This is an optimization exercise on Yosys and OpenROAD, whose aim is small area, a short achievable clock period and few clock cycles, not a production implementation.
In this exercise RTL edits were held to simulation tests only and were not proved equivalent to the original.
Power figures rest on the tool's default switching activity, not on a simulated workload.

## flow/run.sh

```bash
#!/bin/bash
# synth_recipe.tcl (not shown) runs the flow's synth.tcl, then flattens the netlist and writes it again
# the make line also repeats each setting of config.mk as NAME=value (left out here)
make -C /OpenROAD-flow-scripts/flow DESIGN_CONFIG=/design/flow/config.mk WORK_HOME=/design/flow/orfs CLKGATE_MAP_FILE= SYNTH_SCRIPT=/design/flow/synth_recipe.tcl finish
```

## flow/config.mk

```make
export PLATFORM = sky130hd
export DESIGN_NAME = crc_engine
export DESIGN_NICKNAME = crc_engine
export VERILOG_FILES = /design/flow/design.v
export SDC_FILE = /design/flow/constraint.sdc
export NUM_CORES = 4
export LEC_CHECK = 0
export CAP_MARGIN = 20
export CORE_MARGIN = 2
export CORE_UTILIZATION = 30
export SETUP_SLACK_MARGIN = 2.8
export SLEW_MARGIN = 20
export TNS_END_PERCENT = 100
```

## flow/constraint.sdc

```tcl
create_clock -name core_clock -period 6.0 [get_ports {clk}]
set_input_delay 1.2000 -clock core_clock [delete_from_list [all_inputs] [get_ports {clk}]]
set_output_delay 1.2000 -clock core_clock [all_outputs]
set_load 0.01 [all_outputs]
```

## flow/design.v

```verilog
module crc_engine (
    input             clk,
    input             rst,
    input             cmd_valid,
    output            cmd_ready,
    input      [2:0]  cmd_op,
    input      [6:0]  cmd_mod,
    input      [63:0] cmd_arg,
    input             in_valid,
    output            in_ready,
    input      [15:0] in_data,
    output            out_valid,
    input             out_ready,
    output     [15:0] out_data,
    output            rsp_valid,
    output     [7:0]  rsp_err,
    output     [63:0] res0,
    output     [63:0] res1,
    output     [63:0] res2
);
    localparam LANES = 16;
    localparam NPOS  = 63;           
    localparam K     = 2;            
    localparam NCH   = 64 / K;       
    localparam CW    = 5;            
    localparam OP_SETPOLY = 3'd0;
    localparam OP_GEN     = 3'd1;
    localparam OP_CHK     = 3'd2;
    localparam OP_GENR    = 3'd3;
    localparam OP_CHKR    = 3'd4;
    localparam ERR_NONE    = 4'h0;
    localparam ERR_ILLEGAL = 4'h1;
    localparam ERR_POLY    = 4'h7;
    localparam ERR_LENGTH  = 4'h8;
    function [5:0] msb_index;
        input [63:0] p;
        integer i;
        begin
            msb_index = 6'd0;
            for (i = 0; i < 64; i = i + 1)
                if (p[i]) msb_index = i[5:0];
        end
    endfunction
    integer i, j, k;
    reg [5:0]  clen;
    reg [62:0] tap;
    reg [62:0] ins;                  
    reg [62:0] kth;                  
    always @(*) begin
        for (k = 0; k < NPOS; k = k + 1) begin
            ins[k] = (clen == k + 1);
            kth[k] = (k + 2 <= clen);
        end
    end
    reg        p_v;
    reg        cr;                   
    reg [2:0]  p_op;
    reg [6:0]  p_mod;
    reg [63:0] p_arg;
    reg        p_err, p_str, p_reg, p_sp;
    reg [1:0]  p_ek;                 
    assign cmd_ready = cr;
    wire accept = cmd_valid & cr;
    wire c_stream = (cmd_op == OP_GEN) || (cmd_op == OP_CHK);
    wire c_regop  = (cmd_op == OP_GENR) || (cmd_op == OP_CHKR);
    wire c_ill_op = (cmd_op > OP_CHKR);
    wire c_ill_md = (c_stream && (cmd_mod == 7'd0 || cmd_mod > 7'd16)) ||
                    (c_regop  && (cmd_mod == 7'd0 || cmd_mod > 7'd64));
    wire c_bad_poly = (cmd_op == OP_SETPOLY) && (cmd_arg[63:1] == 63'd0);
    wire c_bad_len  = ((cmd_op == OP_CHK)  && (cmd_arg[15:0] < {10'd0, clen})) ||
                      ((cmd_op == OP_CHKR) && (cmd_mod < {1'b0, clen}));
    wire c_err = c_ill_op | c_ill_md | c_bad_poly | c_bad_len;
    wire [1:0] c_ek = c_ill_op ? 2'd0 : c_ill_md ? 2'd1 : c_bad_poly ? 2'd2 : 2'd3;
    reg [3:0]  p_ecode;
    reg [5:0]  p_er0;
    reg [15:0] p_er1;
    always @(*) begin
        case (p_ek)
            2'd0: begin p_ecode = ERR_ILLEGAL; p_er0 = 6'd1; p_er1 = {6'd0, p_op, p_mod}; end
            2'd1: begin p_ecode = ERR_ILLEGAL; p_er0 = 6'd3; p_er1 = {6'd0, p_op, p_mod}; end
            2'd2: begin p_ecode = ERR_POLY;    p_er0 = 6'd0; p_er1 = {15'd0, p_arg[0]}; end
            default: begin
                p_ecode = ERR_LENGTH;  p_er0 = clen;
                p_er1 = (p_op == OP_CHK) ? p_arg[15:0] : {9'd0, p_mod};
            end
        endcase
    end
    wire [6:0]    p_mm1  = p_mod - 7'd1;
    wire [CW-1:0] p_idx0 = p_mm1 / K;                             
    wire [K-1:0]  p_fm0  = {K{1'b1}} >> ((K - 1) - (p_mm1 % K));  
    reg [1:0] g_pos;
    reg [LANES-1:0] r [0:NPOS-1];
    reg        f_act, f_gen, f_started;
    reg [15:0] f_rem;                
    reg [4:0]  f_lanes;
    reg [5:0]  f_gate;               
    reg [LANES-1:0] ib0, ib1;
    reg [1:0]  icnt;
    reg        ir;
    wire       ib_v = (icnt != 2'd0);
    reg        d_act, d_gen;         
    reg        d_first;              
    reg [5:0]  d_cnt;
    reg        cap, cap2;            
    reg        ov;                   
    reg        ovr;                  
    assign out_valid = ovr;
    assign out_data  = r[0];
    reg [1:0]    g_ph;               
    reg          g_aug;
    reg [CW-1:0] g_idx;              
    reg [K-1:0]  g_chunk;
    reg [62:0]   g;
    reg [31:0]   g_lo;               
    reg        sp1, sp2, sp3;        
    reg        rv;
    reg [62:0] res0_q, res2_q;
    reg [15:0] res1_q;
    reg [3:0]  err_q;
    reg  sA, sB, clr, f_remz, g0, ein_en, fbon;
    wire overlap = f_act & ib_v & ~f_gen & ovr;
    wire w_step  = sA | (out_ready & sB);
    wire dstep   = out_ready & sB;
    wire st_feed = (f_act & ib_v & ~ov) | (out_ready & overlap);
    wire st_clr  = sA & ~ib_v;
    wire [LANES-1:0] lmask = {LANES{1'b1}} >> (5'd16 - f_lanes);
    wire [LANES-1:0] e     = ib0;
    wire [LANES-1:0] e_ins = ein_en ? e : {LANES{1'b0}};
    wire [LANES-1:0] fbv   = fbon ? ((clr ? {LANES{1'b0}} : r[0]) ^ (f_gen ? e : {LANES{1'b0}}))
                                  : {LANES{1'b0}};
    reg [62:0] keep, ins_g, tap_g;
    always @(*) begin
        for (k = 0; k < NPOS; k = k + 1) begin
            keep[k]  = kth[k] & ~clr & w_step;
            ins_g[k] = ins[k] & w_step;
            tap_g[k] = tap[k] & w_step;
        end
    end
    reg [LANES-1:0] nxt [0:NPOS-1];
    always @(*) begin
        for (k = 0; k < NPOS; k = k + 1) begin
            nxt[k] = (ins_g[k] ? e_ins : {LANES{1'b0}}) |
                     (w_step ? {LANES{1'b0}} : r[k]);
            if (k < NPOS - 1)
                nxt[k] = nxt[k] | (keep[k] ? r[k+1] : {LANES{1'b0}});
            nxt[k] = nxt[k] ^ (tap_g[k] ? fbv : {LANES{1'b0}});
        end
    end
    wire f_last = (st_feed & f_remz & (icnt == 2'd1)) | st_clr;
    wire g_pend = (g_ph != 2'd0);
    wire g_head = g_pend & (g_pos == 2'd0);
    wire f_fin  = ~d_act & ~g_head & (f_last | (f_act & f_started & f_remz & ~ib_v));
    reg [LANES-1:0] wnz;
    reg [63:0]      lane0;
    always @(*) begin
        wnz = {LANES{1'b0}};
        for (k = 0; k < NPOS; k = k + 1) begin
            wnz = wnz | r[k];
            lane0[63-k] = r[k][0];
        end
        lane0[0] = 1'b0;
    end
    wire [CW-1:0] g_idx_m1 = g_idx - {{(CW-1){1'b0}}, 1'b1};
    reg [62:0] gs;
    reg        gfb, gb;
    always @(*) begin
        gs = g;
        for (j = 0; j < K; j = j + 1) begin
            gb  = g_chunk[K-1-j];
            gfb = gs[0] ^ (g_aug ? 1'b0 : gb);
            for (k = 0; k < NPOS; k = k + 1) begin
                if (k == NPOS - 1)
                    gs[k] = (tap[k] & gfb) ^ (ins[k] & g_aug & gb);
                else
                    gs[k] = gs[k+1] ^ (tap[k] & gfb) ^ (ins[k] & g_aug & gb);
            end
        end
    end
    wire [63:0] rev_arg;
    wire [63:0] g_num;
    genvar gv;
    generate
        for (gv = 0; gv < 64; gv = gv + 1) begin : g_rev
            assign rev_arg[gv] = p_arg[63-gv];
        end
        for (gv = 0; gv < 63; gv = gv + 1) begin : g_gn
            assign g_num[63-gv] = g[gv];
        end
    endgenerate
    assign g_num[0] = 1'b0;
    wire [5:0]  nclen  = ~clen;
    wire [63:0] sh_in  = cap ? lane0 : sp2 ? rev_arg : g_num;
    wire [62:0] sh_lo  = sh_in[63:1] >> nclen[2:0];
    reg  [62:0] shx;
    wire [62:0] sh_out = shx >> {nclen[5:3], 3'd0};
    wire w_resp = (dstep & d_gen & (d_cnt == 6'd1)) | cap2;
    wire g_go   = g_head & (g_ph == 2'd3) & ~cap;     
    wire g_resp = (g_ph == 2'd2);
    wire idle   = ~f_act & ~d_act & ~g_pend;
    wire dis_err = p_v & p_err & idle;
    wire dis_str = p_v & ~p_err & p_str & ~f_act;
    wire dis_reg = p_v & ~p_err & p_reg & ((g_ph == 2'd0) | g_resp);
    wire dis_sp  = p_v & ~p_err & p_sp & ~(sp1 | sp2 | sp3) & idle;
    wire p_rel = dis_err | dis_str | (dis_reg & ~p_idx0[CW-1]) |
                 ((g_ph == 2'd1) & (g_idx == {1'b1, {(CW-1){1'b0}}})) |
                 sp3;
    wire p_v_n = accept | (p_v & ~p_rel);
    wire in_xfer = in_valid & ir;
    assign in_ready = ir;
    wire [1:0]  icnt_n  = icnt + {1'b0, in_xfer} - {1'b0, st_feed};
    wire [15:0] f_rem_m1 = f_rem - 16'd1;
    wire [15:0] f_rem_n = dis_str ? p_arg[15:0] : (in_xfer ? f_rem_m1 : f_rem);
    wire        f_rem1  = (f_rem == 16'd1);
    wire        f_act_n = dis_str | (f_act & ~f_fin);
    wire        f_gen_n = dis_str ? (p_op == OP_GEN) : f_gen;
    wire        f_started_n = ~dis_str & (f_started | st_feed | st_clr);
    wire        chk_st_n = f_act_n & ~f_gen_n & f_started_n;
    wire        ov_n = (ov & ~(dstep & (d_cnt == 6'd1))) | (f_fin & f_gen);
    wire        ovr_n = ov_n & (~chk_st_n | (icnt_n != 2'd0));
    wire        ibv_n = (icnt_n != 2'd0);
    wire        f_remz_n = dis_str ? (p_arg[15:0] == 16'd0) : (f_remz | (in_xfer & f_rem1));
    wire        sA_n = f_act_n & ~ov_n & (ibv_n | (f_gen_n & ~f_started_n & f_remz_n));
    wire        sB_n = ovr_n & ((f_act_n & ibv_n & ~f_gen_n) | ~chk_st_n);
    wire        g0_n = ~dis_str & (g0 | ((st_feed | st_clr) & (f_gate == 6'd1)));
    wire        clr_n = f_act_n & f_gen_n & ~f_started_n & ~ov_n & (ibv_n | f_remz_n);
    wire g_nz = (g != 63'd0);
    wire e_g = g_resp;
    wire e_e = dis_err;
    wire r_hold = ~(e_g | e_e | sp3 | dstep | cap);
    always @(posedge clk) begin
        if (rst) begin
            p_v     <= 1'b0;
            cr      <= 1'b1;
            clen    <= 6'd16;
            tap     <= 63'h000000000000A001;
            f_act   <= 1'b0;
            icnt    <= 2'd0;
            ir      <= 1'b0;
            d_act   <= 1'b0;
            cap     <= 1'b0;
            cap2    <= 1'b0;
            ov      <= 1'b0;
            ovr     <= 1'b0;
            sA      <= 1'b0;
            sB      <= 1'b0;
            g_ph    <= 2'd0;
            sp1     <= 1'b0;
            sp2     <= 1'b0;
            sp3     <= 1'b0;
            rv      <= 1'b0;
        end else begin
            p_v <= p_v_n;
            cr  <= ~p_v_n;
            sp1 <= dis_sp;
            sp2 <= sp1;
            sp3 <= sp2;
            if (sp1)
                clen <= msb_index(p_arg);
            if (sp3)
                tap <= sh_out;
            if (dis_reg)
                g_pos <= {1'b0, f_act} + {1'b0, d_act} - {1'b0, w_resp};
            else if (w_resp & (g_pos != 2'd0))
                g_pos <= g_pos - 2'd1;
            rv <= w_resp | g_resp | dis_err | sp3;
            if (w_resp)
                d_act <= 1'b0;
            f_act <= f_act_n;
            icnt  <= icnt_n;
            ir    <= f_act_n & ~f_remz_n & (icnt_n != 2'd2);
            ov    <= ov_n;
            ovr   <= ovr_n;
            sA    <= sA_n;
            sB    <= sB_n;
            cap   <= f_fin & ~f_gen;
            cap2  <= cap;
            if (f_fin)
                d_act <= 1'b1;
            if (g_go)
                g_ph <= 2'd2;
            if (g_resp)
                g_ph <= 2'd0;
            if (dis_reg)
                g_ph <= 2'd1;
            if ((g_ph == 2'd1) & (g_idx == {CW{1'b0}}))
                g_ph <= 2'd3;
        end
    end
    always @(posedge clk) begin
        if (accept) begin
            p_op    <= cmd_op;
            p_mod   <= cmd_mod;
            p_arg   <= cmd_arg;
            p_err   <= c_err;
            p_str   <= c_stream;
            p_reg   <= c_regop;
            p_sp    <= (cmd_op == OP_SETPOLY);
            p_ek    <= c_ek;
        end
        shx <= sh_lo;
        res0_q <= ({63{e_g}} & (g_aug ? {62'd0, ~g_nz} : sh_out)) |
                  ({63{e_e}} & {57'd0, p_er0}) |
                  ({63{sp3}} & {57'd0, clen}) |
                  ({63{dstep}} & {(d_first ? 62'd0 : res0_q[61:0]), r[0][0]}) |
                  ({63{cap}} & {62'd0, (wnz == {LANES{1'b0}})}) |
                  ({63{r_hold}} & res0_q);
        res1_q <= ({16{e_g}} & {15'd0, g_nz}) |
                  ({16{e_e}} & p_er1) |
                  ({16{dstep}} & ((d_first ? 16'd0 : res1_q) | r[0])) |
                  ({16{cap}} & wnz) |
                  ({16{r_hold}} & res1_q);
        res2_q <= ({63{e_g & g_aug}} & sh_out) |
                  ({63{cap2}} & sh_out) |
                  ({63{(dstep & ~d_first) | (r_hold & ~cap2)}} & res2_q);
        err_q  <= ({4{e_e}} & p_ecode) |
                  ({4{(dstep & ~d_first) | r_hold}} & err_q);
        f_rem  <= f_rem_n;
        f_remz <= f_remz_n;
        clr    <= clr_n;
        g0     <= g0_n;
        ein_en <= f_act_n & ~f_gen_n & ibv_n;
        fbon   <= f_act_n & ibv_n & (f_gen_n ? ~ov_n : g0_n);
        if (dis_str) begin
            f_gen     <= (p_op == OP_GEN);
            f_started <= 1'b0;
            f_lanes   <= p_mod[4:0];
            f_gate    <= clen;
        end
        if (in_xfer) begin
            if (st_feed) begin
                if (icnt == 2'd1) ib0 <= in_data & lmask;
                else begin ib0 <= ib1; ib1 <= in_data & lmask; end
            end else begin
                if (icnt == 2'd0) ib0 <= in_data & lmask;
                else ib1 <= in_data & lmask;
            end
        end else if (st_feed) begin
            ib0 <= ib1;
        end
        if (st_feed | st_clr) begin
            f_started <= 1'b1;
            if (f_gate != 6'd0)
                f_gate <= f_gate - 6'd1;
        end
        for (i = 0; i < NPOS; i = i + 1)
            r[i] <= nxt[i];
        if (dstep) begin
            d_cnt   <= d_cnt - 6'd1;
            d_first <= 1'b0;
        end
        if (f_fin) begin
            d_gen   <= f_gen;
            d_cnt   <= clen;
            d_first <= 1'b1;
        end
        if (dis_reg) begin
            g_aug   <= (p_op == OP_CHKR);
            g_idx   <= p_idx0;
            g_chunk <= p_arg[p_idx0*K +: K] & p_fm0;
            g_lo    <= p_arg[31:0];
            g       <= 63'd0;
        end
        if (g_ph == 2'd1) begin
            g       <= gs;
            g_idx   <= g_idx_m1;
            g_chunk <= g_idx_m1[CW-1] ? p_arg[g_idx_m1*K +: K] : g_lo[g_idx_m1[CW-2:0]*K +: K];
        end
    end
    assign rsp_valid = rv;
    assign rsp_err   = {4'd0, err_q};
    assign res0      = {1'b0, res0_q};
    assign res1      = {48'd0, res1_q};
    assign res2      = {1'b0, res2_q};
endmodule
```

==> run notes <==
-- layout make-up --
cell class,instances,area [µm²]
repair buffers,592,5580
inverters,70,279
clock inverters,70,744
clock buffers,250,5180
flip-flops and latches,1564,33800
multi-input cells,6158,43400
well taps,3533,4420
fillers,26548,172000
diodes,15,37.5
-- per-stage QoR --
step | hold WS, ps | std cells | setup WS [ps] | total power (µW)
2_1_floorplan | 423 | 8659 | 2820 | 11800
3_3_place_gp | 438 | 11855 | 1240 | 12400
3_5_place_dp | 442 | 11857 | 1220 | 12400
4_1_cts | 457 | 12215 | 2790 | 23500
5_1_grt | 480 | 12239 | 2640 | 24100
6_report | 455 | 12252 | 2550 | 23600
-- placed cells by master (no fill, tap or decap), types with 59 or more instances in the layout --
| master | instances |
|---|---|
| sky130_fd_sc_hd__nor4_1 | 286 |
| sky130_fd_sc_hd__a222oi_1 | 893 |
| sky130_fd_sc_hd__inv_1 | 59 |
| sky130_fd_sc_hd__nor2b_1 | 76 |
| sky130_fd_sc_hd__xnor2_1 | 231 |
| sky130_fd_sc_hd__nand4_1 | 78 |
| sky130_fd_sc_hd__xor2_1 | 1009 |
| sky130_fd_sc_hd__clkbuf_16 | 185 |
| sky130_fd_sc_hd__o21ai_0 | 260 |
| sky130_fd_sc_hd__dfxtp_1 | 1294 |
| sky130_fd_sc_hd__buf_4 | 288 |
| sky130_fd_sc_hd__a21oi_1 | 223 |
| sky130_fd_sc_hd__edfxtp_1 | 245 |
| sky130_fd_sc_hd__clkdlybuf4s50_1 | 254 |
| sky130_fd_sc_hd__a221oi_1 | 70 |
| sky130_fd_sc_hd__nand2_1 | 1429 |
| sky130_fd_sc_hd__nor2_1 | 444 |
| sky130_fd_sc_hd__a22oi_1 | 69 |
| sky130_fd_sc_hd__mux2i_1 | 287 |
-- metal layers --
| layer | vias to the layer above | global-route usage |
|---|---|---|
| li1 | 31917 | - |
| met1 | 38228 | 0.358 |
| met2 | 6909 | 0.400 |
| met3 | 1573 | 0.109 |
| met4 | 26 | 0.189 |
| met5 | - | 0 |
-- report_power, final --
group	switching, µW	total [µW]	internal [µW]
logic	708	1160	453
registers	309	11100	10800
clock network	4820	11300	6490
total	5840	23600	17800
-- worst reg2reg max path, delay by kind of cell, from the launching register on --
kind	cells	cell delay, ps
simple gates	5	2750
compound gates	1	160
flops	1	460
-- cell families after synthesis --
family | after synthesis | share of synthesized area
simple gates | 2669 | 0.150
compound gates | 1787 | 0.183
flops | 1564 | 0.422
xor+xnor | 1246 | 0.137
buf+inv | 940 | 0.0494
mux | 369 | 0.0546
fa+ha+maj | 30 | 0.00466
other cells | 1 | 0.0000469
-- what timing repair did --
action                                  in CTS  in global routing
resized for setup                          113                 40
endpoints found under the setup margin    1096                767
pin swaps                                   19                  4
gates cloned                                 4                  3
setup buffers                               34                 15
-- path summary, 6_finish.rpt --
path	cells after the start	slack [ps]	end
worst max-delay path	6	2550	res0_q[0]
worst min-delay path	2	460	res0_q[61]
worst max register to register	6	2550	res0_q[0]
worst min register to register	2	460	res0_q[61]
==> run notes <==
status=timing/DRC/antenna clean; critical path launch point type=flip-flop; number of buffers inserted during clock tree synthesis=176; number of flops mapped to enable cells by yosys=around 250; Top FF cell, synth=sky130_fd_sc_hd__dfxtp_1; register name with the most flops=r; synth warn=3; via total after detailed routing=78653; maximum vdd drop=about 260 µV; Worst Tran Pin Value=about 1400 ps; detailed placer's ending HPWL=between 200 and 300 mm; slowest cell delay on critical path=850 ps; origin of the worst setup path=r[39][6]; total length of routed wires=~410 mm; maximum buffer depth of the clock tree=3; cell row count=between 150 and 200; vertical extent of the die=520 µm; fraction of final layout cells with drive strength greater than 1=0.108; IO buf count=260; number of detailed-routing iterations run before antenna repair=12; final cell area excluding filler cells=about 93000 µm²; final net count=slightly below 9000; floorplan die width=520 µm; Syn Inst Count=roughly 8600; arrival time of data at the critical path endpoint=about 4200 ps; top layer reached by signal wires=met5; CTS HTree Levels=4; final clock skew=about 47 ps; portion of the clock cycle consumed by the worst path in the final layout=0.575; number of top-level design ports=between 300 and 400; Synth async-reset ratio=0; CTS clk-pin slew, worst paths=~60 ps; CP Buf/Inv Count=0; antenna violations before repair=25; Post-CTS Hold Fix Bufs=0; Cell Area, Placed=86200 µm²; critical hold path startpoint=res0_q[61]; largest registers=r: 1008 flops, p_arg: 64 flops; total count of max-transition violations in the final report=0; final setup vio count=0; post-synthesis to final-layout area growth=16.9%; weighted congestion at the end of routability-driven global placement=1.06; via count of the first global-routing pass=between 70000 and 80000; required time at the worst-slack endpoint=just under 7000 ps; met2 wire length=around 160 mm; unrepaired setup endpoints after global routing=true; f_max=between 200 and 300 MHz; Hold Crit Class=flip-flop to flip-flop; DIE AREA=271000 µm²; sequential element share of the synthesized area=0.422; mean number of vias per cell=6.42; standby leakage power=roughly 0.030 µW; critical path type=flip-flop to flip-flop; violation count after the first detailed-routing iteration=around 18000; Core Util, Final=0.352; top fanout value on the critical path=3; routed length on met1=147 mm; detailed route wirelength on metal3=between 60 and 70 mm; area share of the leading cell type in the synthesized netlist=0.330; drt wl/cell=33.3 µm; Fin Setup TNS=0 ps; largest net degree at the start of global routing=about 180; Largest register FFs=between 1000 and 1500; most instantiated library cell after synthesis=sky130_fd_sc_hd__nand2_1; final antenna-violating net count=0; crit path time final=3450 ps; number of max-cap violations=0; clock latency of the later-clocked register in the worst-skew pair=roughly 880 ps; post-synthesis register bit count=between 1500 and 2000; first-pass GRT wire length=560 mm; cell chosen for the clock root=sky130_fd_sc_hd__clkbuf_16; Placeable Area=approximately 270000 µm²; CP max-delay cell=sky130_fd_sc_hd__nor4_4; aggregate global-route resource usage=0.284; synth unique cells=94; most common library cells after synthesis=sky130_fd_sc_hd__nand2_1 (1433), sky130_fd_sc_hd__dfxtp_1 (1319), sky130_fd_sc_hd__xor2_1 (1010), sky130_fd_sc_hd__a222oi_1 (893), sky130_fd_sc_hd__clkbuf_1 (623); dominant cells by area after synthesis=sky130_fd_sc_hd__dfxtp_1 (33%), sky130_fd_sc_hd__a222oi_1 (11%), sky130_fd_sc_hd__xor2_1 (11%), sky130_fd_sc_hd__edfxtp_1 (9.2%), sky130_fd_sc_hd__nand2_1 (6.7%); Mean Syn Cell Area=~9.3 µm²; type of element capturing the critical path=flip-flop; clock tree from TritonCTS=yes; post-synth design cell area=about 80000 µm²; worst-path cell chain=nor4_2 -> nand4_1 -> nor4_4 -> nand4_1 -> or4_1 -> o21ai_0; Rel. slew slack=0.0749; initial core utilization=0.302; Final Hold Vio Count=0; remaining global-route overflow=0; most common cell type on the critical path=sky130_fd_sc_hd__nand4_1; Residual DRC=0; largest area contributor in the netlist=sky130_fd_sc_hd__dfxtp_1; family with the most delay on the worst path=simple AND/OR/NAND/NOR gates; Power Density=252 nW/µm²; FF-to-FF Start=r[39][6]; clock sink count=1564
Testbench counts, summed over its fixed seeds: cycles 19,923.

static timing again, ports no longer ideal:
The flow's constraints put no driver on any port. The routed layout listed below was extracted and timed again, unchanged, in two steps. Step 1: set_driving_cell puts a clkbuf_16 on clk and a buf_2 on each other input, an assumption about the parent block. Step 2 times the ports against the registers' clock, not the clock port: input delays grow and output delays shrink by t, the midpoint of the rising clock arrivals with the driver on. Slacks: ideal ports / drivers / drivers and shift; pairs: ideal ports / drivers.
t (ns): 0.961
setup slack, ns: 2.549 / 2.549 / 2.024
worst data-port slew with drivers (ns): 0.04
cell pins on the clock port's net: 1
After both steps setup and hold are still met in this run. The setup slack of this run moves by 0.000 ns with the drivers and by -0.525 ns with both steps.
